This is an optimization exercise on Yosys and OpenROAD, whose aim is small area, a short achievable clock period and few clock cycles, not a production implementation.
In this exercise RTL edits were held to simulation tests only and were not proved equivalent to the original.
Power figures rest on the tool's default switching activity, not on a simulated workload.

==> design/flow/design.v <==
module sprite_render (
    input  wire        clk,
    input  wire        rst,
    input  wire        start,
    output wire        busy,
    output reg         done,
    input  wire [2:0]  cfg_grid_w_m1,    
    input  wire [2:0]  cfg_grid_h_m1,    
    input  wire [2:0]  cfg_fb_tx_m1,     
    input  wire [2:0]  cfg_fb_ty_m1,     
    input  wire        cfg_gated,        
    input  wire [10:0] cfg_spr_off,      
    input  wire [10:0] cfg_anim_off,     
    output reg         tbl_re,
    output reg         tbl_we,
    output reg  [10:0] tbl_addr,
    output reg  [7:0]  tbl_wdata,
    input  wire [7:0]  tbl_rdata,
    output reg         def_re,
    output reg  [13:0] def_addr,
    input  wire [7:0]  def_rdata,
    output reg         fb_we,
    output reg  [11:0] fb_addr,
    output reg  [7:0]  fb_wdata
);
    reg busy_r;
    assign busy = busy_r;
    wire accept = start && !busy_r;
    localparam T_IDLE  = 4'd0;
    localparam T_START = 4'd1;    
    localparam T_RA    = 4'd2;    
    localparam T_RS    = 4'd3;    
    localparam T_CD    = 4'd4;    
    localparam T_RN    = 4'd5;    
    localparam T_RK    = 4'd6;    
    localparam T_RSP   = 4'd7;    
    localparam T_RFC   = 4'd8;    
    localparam T_CFC   = 4'd9;    
    localparam T_ADV   = 4'd10;   
    localparam T_WFC   = 4'd11;   
    localparam T_WK    = 4'd12;   
    localparam T_WE    = 4'd13;   
    localparam T_WAIT  = 4'd14;   
    reg [3:0]  tstate;
    reg [10:0] ea;           
    reg [2:0]  tcol, trow;   
    reg        te_fin;       
    reg [7:0]  r_a;          
    reg [7:0]  r_spr;        
    reg [7:0]  r_nxt;        
    reg [7:0]  r_k;          
    reg [7:0]  r_fc;         
    reg        rec_valid;    
    wire [10:0] d_addr = cfg_anim_off + (cfg_gated ? {1'b0, r_a, 2'b00} : {2'b00, r_a, 1'b0});
    wire        fc_ge  = (r_fc >= r_a);
    wire        t_last = (tcol == cfg_grid_w_m1) && (trow == cfg_grid_h_m1);
    reg        p_act;        
    reg        pe_fin;       
    reg [2:0]  p_xo, p_yo;   
    reg [2:0]  p_chi, p_rhi; 
    reg [5:0]  p_t00;        
    reg        p_last;       
    reg [2:0]  n_col, n_row; 
    reg [5:0]  n_t00;        
    reg        v1;           
    reg [11:0] fb_a1;        
    wire [2:0] rr = def_addr[5:3];
    wire [2:0] cc = def_addr[2:0];
    wire       tile_end = (cc == p_chi) && (rr == p_rhi);
    wire       take = rec_valid && (!p_act || tile_end);
    wire [1:0] k_so  = r_k[7:6];
    wire [2:0] k_xo  = r_k[2:0];
    wire [2:0] k_yo  = r_k[5:3];
    wire [7:0] e_new = r_spr + {6'd0, k_so};
    wire       n_clipx = (n_col == cfg_fb_tx_m1);
    wire       n_clipy = (n_row == cfg_fb_ty_m1);
    wire       n_wrap  = (n_col == cfg_grid_w_m1);
    wire [3:0] px = {1'b0, p_xo} + {1'b0, cc};
    wire [3:0] py = {1'b0, p_yo} + {1'b0, rr};
    wire [5:0] fb_tile = p_t00 + {5'd0, px[3]} + (py[3] ? {2'b00, cfg_fb_tx_m1} + 6'd1 : 6'd0);
    always @(posedge clk) begin
        if (rst) begin
            busy_r    <= 1'b0;
            done      <= 1'b0;
            tstate    <= T_IDLE;
            tbl_re    <= 1'b0;
            tbl_we    <= 1'b0;
            rec_valid <= 1'b0;
            te_fin    <= 1'b0;
            p_act     <= 1'b0;
            pe_fin    <= 1'b0;
            def_re    <= 1'b0;
            v1        <= 1'b0;
            fb_we     <= 1'b0;
        end else begin
            done <= 1'b0;
            if (accept) begin
                busy_r <= 1'b1;
                te_fin <= 1'b0;
                pe_fin <= 1'b0;
            end else if (busy_r && te_fin && pe_fin && !def_re && !v1) begin
                busy_r <= 1'b0;
                done   <= 1'b1;
            end
            tbl_re <= 1'b0;
            tbl_we <= 1'b0;
            case (tstate)
                T_IDLE: begin
                    if (accept)
                        tstate <= T_START;
                end
                T_START: begin
                    ea       <= cfg_spr_off;
                    tcol     <= 3'd0;
                    trow     <= 3'd0;
                    tbl_re   <= 1'b1;
                    tbl_addr <= cfg_spr_off;
                    tstate   <= T_RA;
                end
                T_RA: begin
                    tbl_re   <= 1'b1;
                    tbl_addr <= tbl_addr + 11'd1;
                    tstate   <= T_RS;
                end
                T_RS: begin
                    r_a    <= tbl_rdata;
                    tstate <= T_CD;
                end
                T_CD: begin
                    r_spr    <= tbl_rdata;
                    tbl_re   <= 1'b1;
                    tbl_addr <= d_addr;
                    tstate   <= T_RN;
                end
                T_RN: begin
                    tbl_re   <= 1'b1;
                    tbl_addr <= tbl_addr + 11'd1;
                    tstate   <= T_RK;
                end
                T_RK: begin
                    r_nxt <= tbl_rdata;
                    if (cfg_gated) begin
                        tbl_re   <= 1'b1;
                        tbl_addr <= tbl_addr + 11'd1;
                        tstate   <= T_RSP;
                    end else begin
                        tstate   <= T_WK;
                    end
                end
                T_RSP: begin
                    r_k       <= tbl_rdata;
                    rec_valid <= 1'b1;
                    tbl_re    <= 1'b1;
                    tbl_addr  <= tbl_addr + 11'd1;
                    tstate    <= T_RFC;
                end
                T_RFC: begin
                    r_a    <= tbl_rdata;
                    tstate <= T_CFC;
                end
                T_CFC: begin
                    r_fc   <= tbl_rdata;
                    tstate <= T_ADV;
                end
                T_ADV: begin
                    tbl_we    <= 1'b1;
                    tbl_wdata <= fc_ge ? 8'd0 : r_fc + 8'd1;
                    tstate    <= T_WFC;
                end
                T_WFC: begin
                    if (fc_ge) begin
                        tbl_we    <= 1'b1;
                        tbl_addr  <= ea;
                        tbl_wdata <= r_nxt;
                        tstate    <= T_WE;
                    end else begin
                        tstate    <= T_WAIT;
                    end
                end
                T_WK: begin
                    r_k       <= tbl_rdata;
                    rec_valid <= 1'b1;
                    tbl_we    <= 1'b1;
                    tbl_addr  <= ea;
                    tbl_wdata <= r_nxt;
                    tstate    <= T_WE;
                end
                T_WE: begin
                    tstate <= T_WAIT;
                end
                T_WAIT: begin
                    if (t_last) begin
                        te_fin <= 1'b1;
                        tstate <= T_IDLE;
                    end else if (!rec_valid) begin
                        ea       <= ea + 11'd2;
                        tbl_re   <= 1'b1;
                        tbl_addr <= ea + 11'd2;
                        if (tcol == cfg_grid_w_m1) begin
                            tcol <= 3'd0;
                            trow <= trow + 3'd1;
                        end else begin
                            tcol <= tcol + 3'd1;
                        end
                        tstate <= T_RA;
                    end
                end
                default: tstate <= T_IDLE;
            endcase
            if (take)
                rec_valid <= 1'b0;
            if (tstate == T_START) begin
                n_col <= 3'd0;
                n_row <= 3'd0;
                n_t00 <= 6'd0;
            end
            if (take) begin
                p_act    <= 1'b1;
                def_re   <= 1'b1;
                def_addr <= {e_new, 6'd0};
                p_xo     <= k_xo;
                p_yo     <= k_yo;
                p_chi    <= n_clipx ? ~k_xo : 3'd7;
                p_rhi    <= n_clipy ? ~k_yo : 3'd7;
                p_t00    <= n_t00;
                p_last   <= n_wrap && (n_row == cfg_grid_h_m1);
                if (n_wrap) begin
                    n_col <= 3'd0;
                    n_row <= n_row + 3'd1;
                    n_t00 <= n_t00 + {3'd0, cfg_fb_tx_m1} - {3'd0, cfg_grid_w_m1} + 6'd1;
                end else begin
                    n_col <= n_col + 3'd1;
                    n_t00 <= n_t00 + 6'd1;
                end
            end else if (p_act) begin
                if (tile_end) begin
                    p_act  <= 1'b0;
                    def_re <= 1'b0;
                    if (p_last)
                        pe_fin <= 1'b1;
                end else if (cc == p_chi) begin
                    def_addr[5:0] <= {rr + 3'd1, 3'd0};
                end else begin
                    def_addr[2:0] <= cc + 3'd1;
                end
            end
            v1    <= def_re;
            fb_a1 <= {fb_tile, py[2:0], px[2:0]};
            fb_we    <= v1;
            fb_addr  <= fb_a1;
            fb_wdata <= def_rdata;
        end
    end
endmodule
==> design/flow/run.sh <==
#!/bin/bash
# synth_recipe.tcl (not shown) runs the flow's synth.tcl, then flattens the netlist and writes it again
# the make line also repeats each setting of config.mk as NAME=value (left out here)
make -C /OpenROAD-flow-scripts/flow DESIGN_CONFIG=/design/flow/config.mk WORK_HOME=/design/flow/orfs CLKGATE_MAP_FILE= SYNTH_SCRIPT=/design/flow/synth_recipe.tcl finish
==> design/flow/config.mk <==
export PLATFORM = sky130hd
export DESIGN_NAME = sprite_render
export DESIGN_NICKNAME = sprite_render
export VERILOG_FILES = /design/flow/design.v
export SDC_FILE = /design/flow/constraint.sdc
export NUM_CORES = 4
export LEC_CHECK = 0
export CAP_MARGIN = 20
export CORE_MARGIN = 2
export CORE_UTILIZATION = 40
export SETUP_SLACK_MARGIN = 4
export SLEW_MARGIN = 20
==> design/flow/constraint.sdc <==
create_clock -name core_clock -period 6.5 [get_ports {clk}]
set_input_delay 1.3000 -clock core_clock [delete_from_list [all_inputs] [get_ports {clk}]]
set_output_delay 1.3000 -clock core_clock [all_outputs]
set_load 0.01 [all_outputs]
==> results of run 1 <==
[final timing paths]
path | endpoint | cells past startpoint
setup reg to reg | fb_a1[10] | 10
setup / recovery | n_t00[5] | 10
hold / removal | fb_addr[3] | 0
hold reg to reg | fb_addr[3] | 0
[placed cells by master, fill, tap and decap left out, types with 5 or more instances in the layout]
cell,count
edfxtp_1,153
nand2_1,57
dlygate4sd2_1,53
nor2_1,49
xnor2_1,42
inv_1,41
clkdlybuf4s50_1,37
ha_1,33
buf_4,33
o21ai_0,26
xor2_1,25
a21oi_1,21
nand3_1,19
clkbuf_16,17
dfxtp_1,14
a21o_1,13
nor3_1,13
ha_4,12
buf_6,12
nor2b_1,11
and3_1,10
clkdlybuf4s15_1,10
nand2b_1,8
buf_12,8
and2_1,7
a21oi_2,7
nand4_1,7
o31ai_1,7
xor2_2,7
clkinvlp_4,6
o21ai_1,5
a22oi_1,5
fa_2,5
bufbuf_16,5
[cell families (layout without fill, tap and decap cells)]
family	after synthesis	in the layout	share of synthesized area, %
flip-flops	168	168	56.3
XOR/XNOR	80	80	8.32
AO/OA/AOI/OAI	136	136	10.5
buffers and inverters	71	245	3.11
AND/OR/NAND/NOR	226	227	12.7
adder cells (fa/ha/maj)	56	56	8.84
multiplexers	2	2	0.230
[per-stage QoR]
stage | std cells | power [mW] | hold slack [ps] | util [%]
2_1_floorplan | 739 | 1.48 | 400 | -
3_3_place_gp | 1104 | 1.61 | 403 | 48.5
3_5_place_dp | 1104 | 1.62 | 405 | 48.6
4_1_cts | 1176 | 2.63 | 421 | 54.3
5_1_grt | 1189 | 2.75 | 433 | 55.9
6_report | 1189 | 2.65 | 420 | 55.9
[timing repair]
action / in CTS / in global routing
setup buffers: 33 / 13
cloned: 7 / 0
endpoints found under the setup margin: 193 / 65
pin swaps: 36 / 41
resized for setup: 176 / 55
[power groups by stage]
stage	Combinational, mW	Sequential (mW)	Clock [mW]
floorplan	0.202	1.28	0
global placement	0.324	1.29	0
detailed placement	0.331	1.29	0
CTS	0.393	1.26	0.974
global route	0.458	1.27	1.02
finish	0.423	1.26	0.960
[sequential cells by signal, summed over array words and instances (netlist names), 4 cells and up]
signal / flops
def_addr: 14
fb_a1: 12
fb_addr: 12
ea: 11
tbl_addr: 11
fb_wdata: 8
r_a: 8
r_fc: 8
r_k: 8
r_nxt: 8
r_spr: 8
tbl_wdata: 8
n_t00: 6
p_t00: 6
tstate: 4
[per-layer routing]
layer  share of wire, %  track usage, %  vias to the layer above
met5                  0               0                        -
li1                   -               -                     3007
met4               0.96            3.97                        0
met3                4.3            3.92                       19
met2                 52            34.6                      161
met1                 43            25.0                     3060
[worst max-delay path, delay by kind of cell]
family / cells / cell delay, ps
adders and majority gates: 2 / 770
AOI/OAI and AO/OA: 3 / 690
buffers and inverters: 2 / 150
and+or+nand+nor: 2 / 130
xor gates and xnor gates: 1 / 120
[cell type report]
| cell class | count | area [um^2] | area share, % |
|---|---|---|---|
| tap | 275 | 344 | 2.91 |
| sequential | 168 | 4900 | 41.4 |
| inverter | 47 | 195 | 1.65 |
| timing repair buffer | 166 | 1730 | 14.7 |
| clock buffer | 18 | 429 | 3.63 |
| multi-input combinational | 501 | 4090 | 34.6 |
| clock inverter | 14 | 125 | 1.06 |
[synth_stat cells (all sizes together) (3+ instances only)]
| library cell | n |
|---|---|
| a211oi | 8 |
| a21o | 13 |
| a21oi | 31 |
| a222oi | 4 |
| a22oi | 5 |
| a31oi | 3 |
| and2 | 8 |
| and3 | 12 |
| buf | 4 |
| clkbuf | 20 |
| dfxtp | 15 |
| edfxtp | 153 |
| fa | 9 |
| ha | 47 |
| inv | 47 |
| nand2 | 61 |
| nand2b | 8 |
| nand3 | 22 |
| nand4 | 7 |
| nor2 | 54 |
| nor2b | 13 |
| nor3 | 18 |
| nor3b | 6 |
| nor4 | 5 |
| o211ai | 3 |
| o21a | 3 |
| o21ai | 36 |
| o22ai | 3 |
| o31ai | 7 |
| or3 | 4 |
| xnor2 | 47 |
| xor2 | 33 |
==> reports/results.txt, run 1 <==
sequential share of the synthesized area - 56.3%
first-pass GRT wire length - 34.2 mm
R2R Setup Slk - 3880 ps
HPWL after detailed placement - 14.8 mm
Worst path slowest cell - fa_1
H-tree Lvls - 4
syn_area_per_cell - 11.8 um^2
Async S/R FF share, synth - 0%
worst reg2reg path startpoint - def_addr[4]
Synth warnings - 1
vias in the first global route - 6,376
register bit total from synthesis - 168
CTS Sinks - 168
clk_skew - 10.7 ps
Core Rows - 53
placed cell area - 10,300 um^2
# port buffers - 112
Die Area - 22,900 um^2
FILL cells - 1,796
Clock Root Buffer - clkbuf_16
Post-Synthesis Cells - 739
RSZ-0062 raised after global routing - true
P_sw - 0.680 mW
Critical Path AT - 3180 ps
sw frac - 25.7%
Pre-Repair DR Iteration Count - 5
Hold Path Class - reg -> reg
vias per cell - 5.25
CP required - 6780 ps
proportion of power drawn by flip-flops and latches - 47.7%
Overflow after GRT - 0
initial core utilization - 41.1%
HP Start - fb_a1[3]
crit-path max FO - 3
Post-synth EDFFs - 153
max-cap violations - 0
DRT Wirelength - 21.8 mm
Area growth syn-to-layout - 35.9%
clock-pin transition on the worst setup and hold timing paths - 60 ps
Logic pwr share - 16.0%
area leader, netlist - edfxtp_1
final setup margin - 3610 ps
# hold bufs at CTS - 0
CTS Buffer Depth - 2
# nets final - 1,011
Clk Latency, worst-skew pair - 420 ps
ANT nets after route - 0
initial antenna violation count - 0
vias - 6,247
Ports - 113
Core ar. - 21,200 um^2
Crit. Startpoint - cfg_grid_w_m1[2]
Pint - 1.97 mW
final worst path period share - 44.5%
fin crit period - 2890 ps
Final setup viols - 0
design area - 11,800 um^2
TritonCTS clock tree - yes
worst-margin pin slew - 1090 ps
status - timing/DRC/antenna clean
pwr/cell area - 224 nW/um^2
Die Wd - 151 um
type of origin of the critical path - input pin
largest net degree at the start of global routing - 34
Net Count, Synth - 849
Post-synth top flop - edfxtp_1
max_slew headroom - 27.1%
GP Congestion - 0.866
Crit Path Class - in -> reg
antenna cells - 0
share of layout cells above drive strength 1 - 20.5%
CP Cell Sequence - buf_8 -> fa_1 -> inv_2 -> ha_4 -> a21oi_2 -> nand2_2 -> a31oi_1 -> xnor2_1 -> a2111o_1 -> nand2_1
area share of the largest cell type after synthesis - 52.8%
TNS Setup - 0 ps
cts bufs inserted - 17
Synth area leaders - edfxtp_1 (53%), ha_1 (6.8%), xnor2_1 (4.4%)
gr usage total - 19.6%
pre-CTS setup slack - 2470 ps
maximum VDD drop - 0.000164 V
Yosys cell types - 55
Max Freq - 345 MHz
final hold viol count - 0
slowest stage delay, CP - 520 ps
final count of pins violating max slew - 0
initial DRC count - 389
Post-Syn Area - 8690 um^2
Clk network pwr share - 36.3%
Leak - 4.45 nW
DR DRC count - 0
WL per Instance - 18.3 um
Worst Setup End Kind - register
Vert. Die Dim - 151 um
Testbench counts, summed over its fixed seeds: cycles 101,792.
==> run 2: changes to the inputs <==
--- a/design/flow/config.mk
+++ b/design/flow/config.mk
@@ -10,3 +10,2 @@
 export CORE_UTILIZATION = 40
-export SETUP_SLACK_MARGIN = 4
 export SLEW_MARGIN = 20
==> run 2 against run 1 <==
  * Still clean on timing, DRC and antenna
  * Critical path depth is 2 lower
  * Final cell count is 4.1% lower
  * Count of clock-buffer cells in the layout stayed put
  * Non-clock buffer count is 48 lower
  * Global-route usage is 1.9 points lower
  * Worst hold slack hardly changed
  * Sequential power hardly changed
  * Clock power is 2.4% higher
  * Register-to-register slack worse by 420 ps
  * Largest power group unchanged
  * Highest routed layer unchanged
==> reports/results.txt, run 2 <==
Final setup viols - 0
Post-synth EDFFs - 153
largest net degree at the start of global routing - 39
ANT nets after route - 0
maximum VDD drop - 0.000182 V
Yosys cell types - 55
HPWL after detailed placement - 14.2 mm
Synth area leaders - edfxtp_1 (53%), ha_1 (6.8%), xnor2_1 (4.4%)
initial antenna violation count - 0
type of origin of the critical path - input pin
syn_area_per_cell - 11.8 um^2
DRT Wirelength - 19.6 mm
Setup Fix Bufs, Post-CTS - 0
family with the most delay on the worst path - compound AO/OA/AOI/OAI gates
register bit total from synthesis - 168
gr usage total - 17.7%
top-count cell post-synth - edfxtp_1
final worst path period share - 58.1%
Pre-Repair DR Iteration Count - 5
Critical Path AT - 3920 ps
Synth warnings - 1
worst reg2reg path startpoint - def_addr[4]
crit-path max FO - 20
Post-Synthesis Cells - 739
initial core utilization - 41.1%
Largest register FFs - 14
clk_skew - 11.8 ps
top cells by count, synth - edfxtp_1 (153), nand2_1 (60), nor2_1 (54)
Area growth syn-to-layout - 23.1%
Net Count, Synth - 849
vias per cell - 5.31
final hold viol count - 0
status - timing/DRC/antenna clean
cts bufs inserted - 17
Ports - 113
CP required - 6640 ps
Crit. Startpoint - cfg_gated
Crit Path Class - in -> reg
TritonCTS clock tree - yes
Die Wd - 151 um
vias - 6,057
vias in the first global route - 6,096
post-CTS resize count - 0
Die Area - 22,900 um^2
Leak - 3.93 nW
# hold bufs at CTS - 0
first-pass GRT wire length - 31.0 mm
GP Congestion - 0.892
fin crit period - 3780 ps
Vert. Die Dim - 151 um
max_slew headroom - 29.3%
Largest regs - def_addr: 14 flops, fb_a1: 12 flops, fb_addr: 12 flops
pwr/cell area - 239 nW/um^2
# port buffers - 112
HP Start - fb_a1[2]
most frequent cells in the layout - edfxtp_1 (153), clkdlybuf4s50_1 (112), nand2_1 (60), nor2_1 (53)
worst-margin pin slew - 1060 ps
commonest non-fill, non-tap cell in the layout - edfxtp_1
max-cap violations - 0
Max Freq - 265 MHz
WL per Instance - 17.2 um
initial DRC count - 450
Async S/R FF share, synth - 0%
H-tree Lvls - 4
Worst path slowest cell - clkdlybuf4s50_1
# nets final - 962
Post-Syn Area - 8690 um^2
CP Cell Sequence - clkdlybuf4s50_1 -> o21ai_0 -> fa_1 -> a21o_1 -> a21oi_1 -> xnor2_1 -> a222oi_1 -> o311ai_0
antenna cells - 0
RSZ-0062 raised after global routing - false
CTS Buffer Depth - 2
Biggest register - def_addr
clock-pin transition on the worst setup and hold timing paths - 70 ps
area leader, netlist - edfxtp_1
Core ar. - 21,200 um^2
Bufs and invs on worst path - 1
pre-CTS setup slack - 2240 ps
slowest stage delay, CP - 830 ps
share of layout cells above drive strength 1 - 5.90%
TNS Setup - 0 ps
Clock Root Buffer - clkbuf_16
sequential share of the synthesized area - 56.3%
CTS Sinks - 168
Hold Path Class - reg -> reg
Clk Latency, worst-skew pair - 430 ps
Post-synth top flop - edfxtp_1
DR DRC count - 0
final count of pins violating max slew - 0
area share of the largest cell type after synthesis - 52.8%
Core Rows - 53
Overflow after GRT - 0
Worst Setup End Kind - register
final setup margin - 2720 ps
run 2: area by class of cell:
type / instances / area (um^2)
clock buffers: 18 / 429
clock inverters: 14 / 140
fillers: 1806 / 10500
inverters: 47 / 176
multi-input cells: 500 / 3550
flip-flops and latches: 168 / 4890
well taps: 275 / 344
repair buffers: 118 / 1170
run 2: per-stage QoR:
stage	std cells	total power, mW	area (um^2)	hold slack (ps)	utilization [%]
2_1_floorplan	739	1.46	8690	400	-
3_3_place_gp	1108	1.59	10100	402	47.8
3_5_place_dp	1108	1.60	10100	406	47.8
4_1_cts	1140	2.58	10700	421	50.5
5_1_grt	1140	2.66	10700	424	50.6
6_report	1140	2.56	10700	419	50.6
run 2: layer usage:
metal,up-vias,GRT usage (%),routed length (um)
li1,2915,-,-
met1,2908,22.3,8530
met2,200,29.8,9520
met3,34,3.89,1080
met4,0,6.54,463
met5,-,0,0
run 2: path summary, 6_finish.rpt:
check                endpoint  slack, ps  cells past startpoint
setup / recovery  tbl_addr[5]       2720                      8
hold / removal     fb_addr[2]        420                      0
setup reg to reg    fb_a1[10]       3460                      9
hold reg to reg    fb_addr[2]        420                      0
run 2: kinds of logic after synthesis:
| family | count (synthesis) | share of synthesized area (%) |
|---|---|---|
| xor gates and xnor gates | 80 | 8.32 |
| AOI/OAI and AO/OA | 136 | 10.5 |
| and+or+nand+nor | 226 | 12.7 |
| buffers and inverters | 71 | 3.11 |
| muxes | 2 | 0.230 |
| adders and majority gates | 56 | 8.84 |
| DFF | 168 | 56.3 |
run 2: worst reg2reg max path: stages, from the launching register on:
cell	delay (ps)
edfxtp_1	500
ha_1	330
a21o_1	170
a21oi_1	350
nor2_1	120
fa_1	460
fa_1	430
a21o_1	190
a21oi_1	170
xnor2_1	80
run 2: report_power, final:
group	internal [mW]	total [mW]	switching [mW]
registers	1.22	1.26	0.0421
clock network	0.538	0.983	0.445
logic	0.150	0.311	0.161
total	1.91	2.56	0.648

-- port drivers added, routing unchanged --
No port has a modelled driver above. Below, the same layouts with a new extraction and two added sets of constraints. Step 1 sets driving cells, clkbuf_16 on the clock port and buf_2 on the other inputs (assumed; they add their load-dependent delay and slew). Step 2 moves the port delays by t, midway between the first and last clock arrival at a register: inputs arrive t later, outputs are due t later. That takes back most of the time a late clock gives input paths. Slacks: no drivers / after step 1 / after step 2; pairs: no drivers / after step 1.
run	t, ns	setup slack, ns	worst hold slack (ns)
run 1	0.463	3.605 / 3.594 / 3.131	0.420 / 0.420 / 0.420
run 2	0.468	2.721 / 2.746 / 2.278	0.419 / 0.419 / 0.419
After both steps every run listed still meets setup and hold. The setup slack of run 1, which loses most, moves by -0.011 ns with the drivers and by -0.474 ns with both steps.
